From an optimization exercise on the open Yosys and OpenROAD flow, aimed at small area, a short achievable clock period and few clock cycles; shortcuts taken in it are not production practice.
Function was checked by simulation only, so behaviour that the tests miss may differ from the original.
Power and IR drop assume default switching activity.

// tcam_ib8
module tcam_ib8 (
    input              clk,
    input              rst,             
    input              req_valid,
    output             req_ready,
    input      [2:0]   req_op,
    input      [2:0]   req_addr,
    input      [143:0] req_data,        
    input      [143:0] req_mask,        
    input      [31:0]  req_ad,          
    output reg         resp_valid,
    output reg         resp_hit,
    output reg [2:0]   resp_index,
    output reg [31:0]  resp_ad,
    output reg [143:0] resp_data,
    output reg [143:0] resp_mask,
    output reg         resp_entry_valid
);
    localparam OP_WRITE      = 3'd0;
    localparam OP_WRITE_KEEP = 3'd1;
    localparam OP_READ       = 3'd2;
    localparam OP_SET_VALID  = 3'd3;
    localparam OP_CLR_VALID  = 3'd4;
    localparam OP_LOOKUP     = 3'd5;
    localparam OP_GMR_WRITE  = 3'd6;
    localparam OP_FLUSH      = 3'd7;
    localparam N = 8;
  ...
Size in the first run: ~3200 flip-flops, roughly 660 I/O pins, roughly 120000 sq um of cells after synthesis.
clock: 10.0 ns
lec_check: 0
abc_clock_period_in_ps: 3000
cap_margin: 20
core_margin: 2
core_utilization: 45
cts_cluster_diameter: 100
cts_cluster_size: 22
place_density: 0.55
slew_margin: 20
standard.sh (not shown) runs the stock make flow with config.mk's settings and CLKGATE_MAP_FILE= SYNTH_SCRIPT=/design/flow/synth_recipe.tcl, a recipe that flattens the netlist after the stock synthesis.
==> flow/flow/run.sh <==
#!/bin/bash
# Layout flow: the standard ORFS flow (standard.sh, unchanged synthesis,
# floorplan, power grid, placement, CTS and routing), with
#  - small buffers on the ports instead of the delay cells buffer_ports picks.
# The SDC, clock period and I/O constraints are the standard flow's, unchanged.
set -euo pipefail
cd "$(dirname "$0")/.."
export SETUP_SLACK_MARGIN=6.4
export BUFFER_PORTS_ARGS="-buffer_cell sky130_fd_sc_hd__buf_2"
bash standard.sh finish > standard_flow.log 2>&1
The first run finished clean.
Testbench counts at the start, summed over its fixed seeds: cycles 16,016.
Next try:
Settings changed: CORE_UTILIZATION 45 to 40, PLACE_DENSITY 0.55 to 0.5.
Sequential cell count stays the same.
Worst hold slack improved by 0.018 ns.
Sequential power hardly moves.
Combinational power is about the same.
Fmax drops slightly.
Clock skew shrinks by 0.010 ns.
Synthesized area does not change.
Routed wire length is higher by a few percent.
Via count shrinks slightly.

========
## red
tcam_ib8, a different RTL version from the one above (not shown whole).
Size: roughly 7700 cells after synthesis, about 660 I/O pins.
export LEC_CHECK = 0
export ABC_CLOCK_PERIOD_IN_PS = 3000
export CAP_MARGIN = 20
export CORE_MARGIN = 2
export CORE_UTILIZATION = 40
export CTS_CLUSTER_DIAMETER = 100
export CTS_CLUSTER_SIZE = 22
export PLACE_DENSITY = 0.5
export SLEW_MARGIN = 20
create_clock -name core_clock -period 10.0 [get_ports {clk}]
Scripts as last shown in full above: flow/flow/run.sh
Testbench counts of red, summed over its fixed seeds: cycles 16,024.
## Diff of input files: blue against red
- CORE_UTILIZATION now 45, was 40
- PLACE_DENSITY now 0.55, was 0.5
### Flow results
After detailed routing, red needs more wire than blue.
Hold slack: red vs blue — no meaningful difference
Changes observed in blue relative to red: global-route usage increased by 2.5 points relative to the old numbers, number of global-route vias before repair increased by 0.41% relative to the old numbers.
blue gives less summed area of non-filler cells in the final layout than red did.
Headroom to the max-slew limit delta (blue − red): favourable
## Diff of input files: green against blue
--- a/flow/flow/run.sh
+++ b/flow/flow/run.sh
@@ -6,5 +6,5 @@
 set -euo pipefail
 cd "$(dirname "$0")/.."
-export SETUP_SLACK_MARGIN=6.4
+export SETUP_SLACK_MARGIN=6.6
 export BUFFER_PORTS_ARGS="-buffer_cell sky130_fd_sc_hd__buf_2"
 bash standard.sh finish > standard_flow.log 2>&1
### Flow results
- green vs blue — mean routed wirelength per cell dropped 0.77%.
- Between blue and green, the proportion of power drawn by combinational gates is higher for green.
- As far as cell count is concerned, blue and green perform about the same.
- Diff blue -> green: net count after synthesis has remained practically unchanged, power in combinational cells has increased.
- Compared with blue, in green layout buffering overhead excluding clock cells rose 0.69 points; total power climbed about 0.5%; number of fillers in the final layout shows a reduction of about 0.7%.
- blue was smaller in final cell area than green.
- Looking only at largest stage delay on the critical path, and setting everything else aside, the lower value of blue and green goes to green.
- Relative to blue, multi-input gate share of total cell area has gone down in green.

[what the ideal ports hide]
Ports are ideal in the flow. The routed layouts listed here were re-timed in OpenROAD. Step 1 (the two cells are an assumption about what drives the block):
set clk [get_ports {clk}]
set_driving_cell -lib_cell sky130_fd_sc_hd__clkbuf_16 $clk
set_driving_cell -lib_cell sky130_fd_sc_hd__buf_2 [delete_from_list [all_inputs] $clk]
Step 2 times the ports against the registers' clock, not the clock port: input delays grow and output delays shrink by t, the midpoint of the rising clock arrivals with the driver on. Slacks: ideal / step 1 / step 2; pairs: ideal / step 1.
run | shift t [ns] | setup WS [ns] | slew at the worst register clock pin (ns) | worst slew at a driven data input, ns
the first run of note 1 | 1.087 | 6.087 / 6.087 / 5.210 | 0.11 / 0.11 | 0.25
the second run of note 1 | 1.059 | 6.042 / 6.042 / 5.335 | 0.11 / 0.11 | 0.44
red | 1.021 | 6.324 / 6.324 / 5.739 | 0.10 / 0.10 | 0.12
blue | 1.014 | 6.364 / 6.275 / 5.761 | 0.10 / 0.10 | 0.13
green | 1.012 | 6.503 / 6.389 / 5.690 | 0.10 / 0.10 | 0.13
After both steps setup and hold are still met in every run listed. For the first run of note 1, which loses most, drivers alone change the setup slack by 0.000 ns; drivers and shift together by -0.877 ns.
